From an optimization exercise on the open Yosys and OpenROAD flow, aimed at small area, a short achievable clock period and few clock cycles per item; shortcuts taken in it are not production practice.
In this exercise RTL edits were held to simulation tests only and were not proved equivalent to the original.
No activity file was given, so power comes from the tool's default toggle rates.

v6:
// btc
module btc (
    input  wire        clk,
    input  wire        rst,         
    input  wire        in_valid,
    output wire        in_ready,
    input  wire [15:0] in_data,
    output wire        out_valid,
    input  wire        out_ready,
    output wire [15:0] out_data
);
    localparam QD = 8;                  
    localparam [2:0] S_OK      = 3'd0;
    localparam [2:0] S_ALREADY = 3'd1;
    localparam [2:0] S_FULL    = 3'd2;
    localparam [2:0] S_EMPTY   = 3'd3;
    localparam [2:0] S_INVCAP  = 3'd4;
    localparam [2:0] S_ILLEGAL = 3'd5;
    localparam [2:0] S_NOBUF   = 3'd6;
    function [7:0] stcode;
        input [2:0] s;
        begin
            case (s)
                S_ALREADY: stcode = 8'h04;
                S_FULL:    stcode = 8'h05;
                S_EMPTY:   stcode = 8'h06;
                S_INVCAP:  stcode = 8'h0B;
                S_ILLEGAL: stcode = 8'h0C;
                S_NOBUF:   stcode = 8'h0D;
                default:   stcode = 8'h00;
            endcase
        end
    endfunction
    localparam [2:0] K_SIMPLE = 3'd0;   
    localparam [2:0] K_FREERB = 3'd1;   
    localparam [2:0] K_RBPOP  = 3'd2;   
    localparam [2:0] K_RBBULK = 3'd3;   
    localparam [2:0] K_TBRB   = 3'd4;   
    localparam [2:0] K_FREETB = 3'd5;   
    localparam [2:0] K_TBPOP  = 3'd6;   
    localparam [2:0] K_TBPEEK = 3'd7;   
    localparam DW = 12;                 
    localparam NQ = 2;                  
    reg [15:0] rbm [0:15];
    reg [15:0] tbm0 [0:15];
  ...
Size in the first run: about 4400 cells after synthesis, about 38 I/O pins.
Settings: LEC_CHECK=0, CAP_MARGIN=20, CORE_MARGIN=2, CORE_UTILIZATION=30, SLEW_MARGIN=20; clock period 12.5 ns.
standard.sh (not shown) runs the stock make flow with config.mk's settings and CLKGATE_MAP_FILE= SYNTH_SCRIPT=/design/flow/synth_recipe.tcl, a recipe that flattens the netlist after the stock synthesis.
==> flow/flow/run.sh <==
#!/bin/bash
set -euo pipefail
bash standard.sh \
  SETUP_SLACK_MARGIN=9 \
  "BUFFER_PORTS_ARGS=-buffer_cell sky130_fd_sc_hd__buf_4" \
  "CTS_ARGS=-sink_clustering_enable -repair_clock_nets -sink_clustering_size 24 -buf_list sky130_fd_sc_hd__clkbuf_8 -dont_use_dummy_load" \
  finish > standard_flow.log 2>&1
Testbench counts of v6, summed over its fixed seeds: cycles 13,444, items 3,281.
### v6 -> v7
--- a/flow/design.v
+++ b/flow/design.v
@@ -255,15 +255,17 @@
             e_nq   = 1'b1;
             e_kind = K_TBRB;
             e_ptr  = tb_h;
             e_tb   = 1'b1;
             e_fr   = tr_ml;
         end
     end
-    wire e_stall = (e_enq & q_full) | (e_nq & nqv[NQ-1]) | (e_rbw & ~rb_room) | (e_tbw & ~tb_room);
+    wire tr_last = (pst == P_PAY) & tr_on & (pidx == 2'd3);
+    wire e_stall = (q_full & ((pst == P_LO) | tr_last)) | (nqv[NQ-1] & tr_last)
+                 | (e_rbw & ~rb_room) | (e_tbw & ~tb_room);
     wire e_go = fv & ~e_stall;
     wire e_push = e_go & e_enq;
     wire [DW-1:0] e_desc = {e_ptr, e_val, e_kind};
     wire [24:0] e_cnt = {tr_ml, tb_np, tr_n};
     wire [4:0] an0 = a_n[4:0], an1 = a_n[9:5], an2 = a_n[14:10], an3 = a_n[19:15];
     wire [3:0] nz = {an3 != 5'd0, an2 != 5'd0, an1 != 5'd0, an0 != 5'd0};
     reg  [3:0] nz_after;
@@ -389,15 +391,15 @@
             tb_w       <= 4'd0;
             qv         <= {(QD+1){1'b0}};
             a_ph       <= 3'd0;
             ov         <= 1'b0;
             ocnt       <= 2'd0;
         end else begin
             fcnt       <= fcnt_next;
-            in_ready_r <= (fcnt_next != 2'd2);
+            in_ready_r <= ~(~f_pop & (fcnt[1] | (fcnt[0] & in_valid)));
             ocnt <= ocnt_next;
             ov   <= (ocnt_next != 2'd0);
             tr_fin <= 1'b0;
             if (tr_fin) begin
                 tb_h   <= tb_h + tr_m[3:0];
                 tb_occ <= tb_occ - tr_m;
             end
### Flow results
- Per the comparison of v7 with v6, distinct cell type count of the synthesized netlist higher, global-route usage higher, die area higher.
- Measured against v6, the routed length on met3 of v7 comes out at 0.941 times the reference value.
- Clock transition at the registers of the reported paths delta (v7 -> v6): insignificant
Testbench counts of v7, summed over its fixed seeds: cycles 13,448, items 3,281.

---

Another version of the RTL of btc (not shown whole).
Size: about 5,700 cells after synthesis, ~1,700 flip-flops, roughly 38 I/O pins, roughly 65,000 um^2 of cells after synthesis.
==> flow/design.v (excerpt) <==
module btc (
    input  wire        clk,
    input  wire        rst,         
    input  wire        in_valid,
    output wire        in_ready,
    input  wire [15:0] in_data,
    output wire        out_valid,
    input  wire        out_ready,
    output wire [15:0] out_data
);
Settings: LEC_CHECK=0, CAP_MARGIN=20, CORE_MARGIN=2, CORE_UTILIZATION=30, SLEW_MARGIN=20; clock period 12.5 ns.
==> flow/flow/run.sh <==
#!/bin/bash
set -euo pipefail
bash standard.sh \
  SETUP_SLACK_MARGIN=9 \
  "BUFFER_PORTS_ARGS=-buffer_cell sky130_fd_sc_hd__buf_4" \
  "CTS_ARGS=-sink_clustering_enable -repair_clock_nets -dont_use_dummy_load -sink_clustering_size 22 -sink_clustering_max_diameter 80" \
  finish > standard_flow.log 2>&1
Testbench counts at the start, summed over its fixed seeds: cycles 13,462, items 3,281.
Then changed:
--- a/flow/design.v
+++ b/flow/design.v
@@ -125,20 +125,20 @@
     end
     wire        a_v    = qv[0];
     reg  [2:0] a_ph;                    
     reg  [1:0] a_lane;
     reg  [4:0] a_cnt;
     reg [15:0] a_rd;                    
     reg [15:0] a_trd;                   
     reg  [3:0] a_lo;                    
-    reg [15:0] o0, o1;
+    reg [15:0] o0, o1, od;
     reg  [1:0] ocnt;
     reg        ov;
-    assign out_data  = o0;
+    assign out_data  = od;
     assign out_valid = ov;
     wire o_pop = ov & out_ready;
     wire adv = ~ocnt[1];                
     reg        e_enq;
     reg  [2:0] e_kind;
     reg  [4:0] e_val;
     reg  [3:0] e_ptr;
     reg        e_nq;                    
@@ -355,36 +355,38 @@
                 g_last = (a_cnt == 5'd1) && !nl_any;
             end
         endcase
     end
     wire a_step = a_v & adv;
     wire a_done = a_step & g_last;
     wire f_pop = e_go;
     wire [1:0] fcnt_next = fcnt + {1'b0, in_fire} - {1'b0, f_pop};
+    wire o0_ldg = (a_step & ~o_pop & (ocnt == 2'd0)) | (a_step & o_pop & (ocnt == 2'd1));
     wire [1:0] ocnt_next = ocnt + {1'b0, a_step} - {1'b0, o_pop};
     always @(posedge clk) begin
         if ((in_fire & ~f_pop & (fcnt == 2'd0)) | (in_fire & f_pop & (fcnt == 2'd1))) begin
             f0    <= in_data;
             f0_z  <= in_z;
             f0_hz <= in_hz;
         end else if (f_pop) begin
             f0    <= f1;
             f0_z  <= f1_z;
             f0_hz <= f1_hz;
         end
         if (in_fire & ((fcnt == 2'd1 & ~f_pop) | (fcnt == 2'd2))) begin
             f1    <= in_data;
             f1_z  <= in_z;
             f1_hz <= in_hz;
         end
-        if ((a_step & ~o_pop & (ocnt == 2'd0)) | (a_step & o_pop & (ocnt == 2'd1)))
+        if (o0_ldg)
             o0 <= g_word;
         else if (o_pop)
             o0 <= o1;
+        od <= (ocnt_next == 2'd0) ? 16'd0 : (o0_ldg ? g_word : (o_pop ? o1 : o0));
         if (a_step & ((ocnt == 2'd1 & ~o_pop) | (ocnt == 2'd2)))
             o1 <= g_word;
     end
     integer i;
     always @(posedge clk) begin
         if (rst) begin
             fcnt       <= 2'd0;
             in_ready_r <= 1'b0;
Result: Sequential share of layout area came out lower by 0.50 points; routed wire length came out lower slightly; critical path depth does not change; non-clock buffer count came out higher by 28; hold slack gains 17 ps; sequential cell count came out higher by 16; setup slack gains 130 ps; fmax came out higher by a few percent; global-route usage came out lower by 0.42 points; total power came out higher by a few percent; area after synthesis stays flat.
Testbench counts after the change, summed over its fixed seeds: cycles 13,462, items 3,281.

---

Another version of the RTL of btc (not shown whole).
Size in the first run: ~1700 flip-flops, ~38 I/O pins, roughly 67000 um2 of cells after synthesis.
==> flow/config.mk <==
export PLATFORM = sky130hd
export DESIGN_NAME = btc
export DESIGN_NICKNAME = btc
export VERILOG_FILES = /design/flow/design.v
export SDC_FILE = /design/flow/constraint.sdc
export NUM_CORES = 4
export LEC_CHECK = 0
export CAP_MARGIN = 20
export CORE_MARGIN = 2
export CORE_UTILIZATION = 30
export SLEW_MARGIN = 20
==> flow/constraint.sdc <==
create_clock -name core_clock -period 12.5 [get_ports {clk}]
set_input_delay 2.5000 -clock core_clock [delete_from_list [all_inputs] [get_ports {clk}]]
set_output_delay 2.5000 -clock core_clock [all_outputs]
set_load 0.01 [all_outputs]
Scripts as last shown in full above: flow/flow/run.sh
Testbench counts at the start, summed over its fixed seeds: cycles 13,462, items 3,281.
Next try:
--- a/flow/design.v
+++ b/flow/design.v
@@ -119,28 +119,28 @@
             K_FREERB, K_RBBULK, K_FREETB: a_fr = a_val;
             K_RBPOP, K_TBPOP:             a_fr = 5'd1;
             K_TBRB:                       a_fr = nq[0][24:20];
             default:                      a_fr = 5'd0;
         endcase
     end
     wire        a_v    = qv[0];
     reg  [2:0] a_ph;                    
     reg  [1:0] a_lane;
     reg  [4:0] a_cnt;
     reg [15:0] a_rd;                    
     reg  [3:0] a_lo;                    
-    reg [15:0] o0, o1;
+    reg [15:0] o0, o1, od;
     reg  [1:0] ocnt;
     reg        ov;
-    assign out_data  = o0;
+    assign out_data  = od;
     assign out_valid = ov;
     wire o_pop = ov & out_ready;
     wire adv = ~ocnt[1];                
     reg        e_enq;
     reg  [2:0] e_kind;
     reg  [4:0] e_val;
     reg  [3:0] e_ptr;
     reg        e_nq;                    
     reg        e_tb;                    
     reg  [4:0] e_fr;                    
     wire legal = legal_hi & ~(need_imm0 & ~f0_z);
     wire bad_cap = f0_z | ~f0_hz | (x[4] & (x[3:0] != 4'd0));
@@ -336,44 +336,46 @@
                 g_last = (a_cnt == 5'd1);
             end
             default: begin
                 g_word = tb_rd;
                 g_last = (a_cnt == 5'd1) && !nl_any;
             end
         endcase
     end
     wire a_step = a_v & adv;
     wire a_done = a_step & g_last;
     wire f_pop = e_go;
     wire [1:0] fcnt_next = fcnt + {1'b0, in_fire} - {1'b0, f_pop};
+    wire o0_ldg = (a_step & ~o_pop & (ocnt == 2'd0)) | (a_step & o_pop & (ocnt == 2'd1));
     wire [1:0] ocnt_next = ocnt + {1'b0, a_step} - {1'b0, o_pop};
     always @(posedge clk) begin
         if ((in_fire & ~f_pop & (fcnt == 2'd0)) | (in_fire & f_pop & (fcnt == 2'd1))) begin
             f0    <= in_data;
             f0_z  <= in_z;
             f0_hz <= in_hz;
         end else if (f_pop) begin
             f0    <= f1;
             f0_z  <= f1_z;
             f0_hz <= f1_hz;
         end
         if (in_fire & ((fcnt == 2'd1 & ~f_pop) | (fcnt == 2'd2))) begin
             f1    <= in_data;
             f1_z  <= in_z;
             f1_hz <= in_hz;
         end
-        if ((a_step & ~o_pop & (ocnt == 2'd0)) | (a_step & o_pop & (ocnt == 2'd1)))
+        if (o0_ldg)
             o0 <= g_word;
         else if (o_pop)
             o0 <= o1;
+        od <= (ocnt_next == 2'd0) ? 16'd0 : (o0_ldg ? g_word : (o_pop ? o1 : o0));
         if (a_step & ((ocnt == 2'd1 & ~o_pop) | (ocnt == 2'd2)))
             o1 <= g_word;
     end
     integer i;
     always @(posedge clk) begin
         if (rst) begin
             fcnt       <= 2'd0;
             in_ready_r <= 1'b0;
             pst        <= P_HI;
             wb_on      <= 1'b0;
             tp_on      <= 1'b0;
             tr_on      <= 1'b0;
After rerunning: The new run completed with no timing, DRC or antenna violations. Synthesized area increases by 0.70%. Clock-buffer cell count is unchanged. Cell area decreases by 0.82%. Worst setup slack barely changes. Die area increases by 0.69%. Register-to-register slack degrades by 0.13 ns.
Testbench counts after the change, summed over its fixed seeds: cycles 13,462, items 3,281.

==> static timing again, ports no longer ideal <==
Ports are ideal in the flow. The routed layouts listed here were re-timed in OpenROAD.
Step 1, drivers: a clkbuf_16 drives clk and a buf_2 each remaining input, both assumed.
Step 2 moves the port delays by t, midway between the first and last clock arrival at a register: inputs arrive t later, outputs are due t later. That takes back most of the time a late clock gives input paths.
Slacks: ideal ports / drivers / drivers and shift; pairs: ideal ports / drivers.
run | shift t [ns] | slack for setup (ns) | slew at the worst register clock pin (ns) | cell pins on the clock port's net
v6 | 1.062 | 8.279 / 8.202 / 7.972 | 0.07 / 0.07 | 1
v7 | 1.089 | 8.410 / 8.332 / 7.898 | 0.07 / 0.07 | 1
the first run of note 2 | 0.820 | 8.531 / 8.445 / 7.989 | 0.09 / 0.09 | 1
the second run of note 2 | 0.796 | 8.659 / 8.568 / 8.074 | 0.10 / 0.10 | 1
the first run of note 3 | 0.801 | 8.686 / 8.600 / 8.112 | 0.10 / 0.10 | 1
the second run of note 3 | 0.815 | 8.683 / 8.626 / 7.818 | 0.10 / 0.10 | 1
After both steps setup and hold are still met in every run listed. The setup slack of the second run of note 3, which loses most, moves by -0.057 ns with the drivers and by -0.865 ns with both steps.
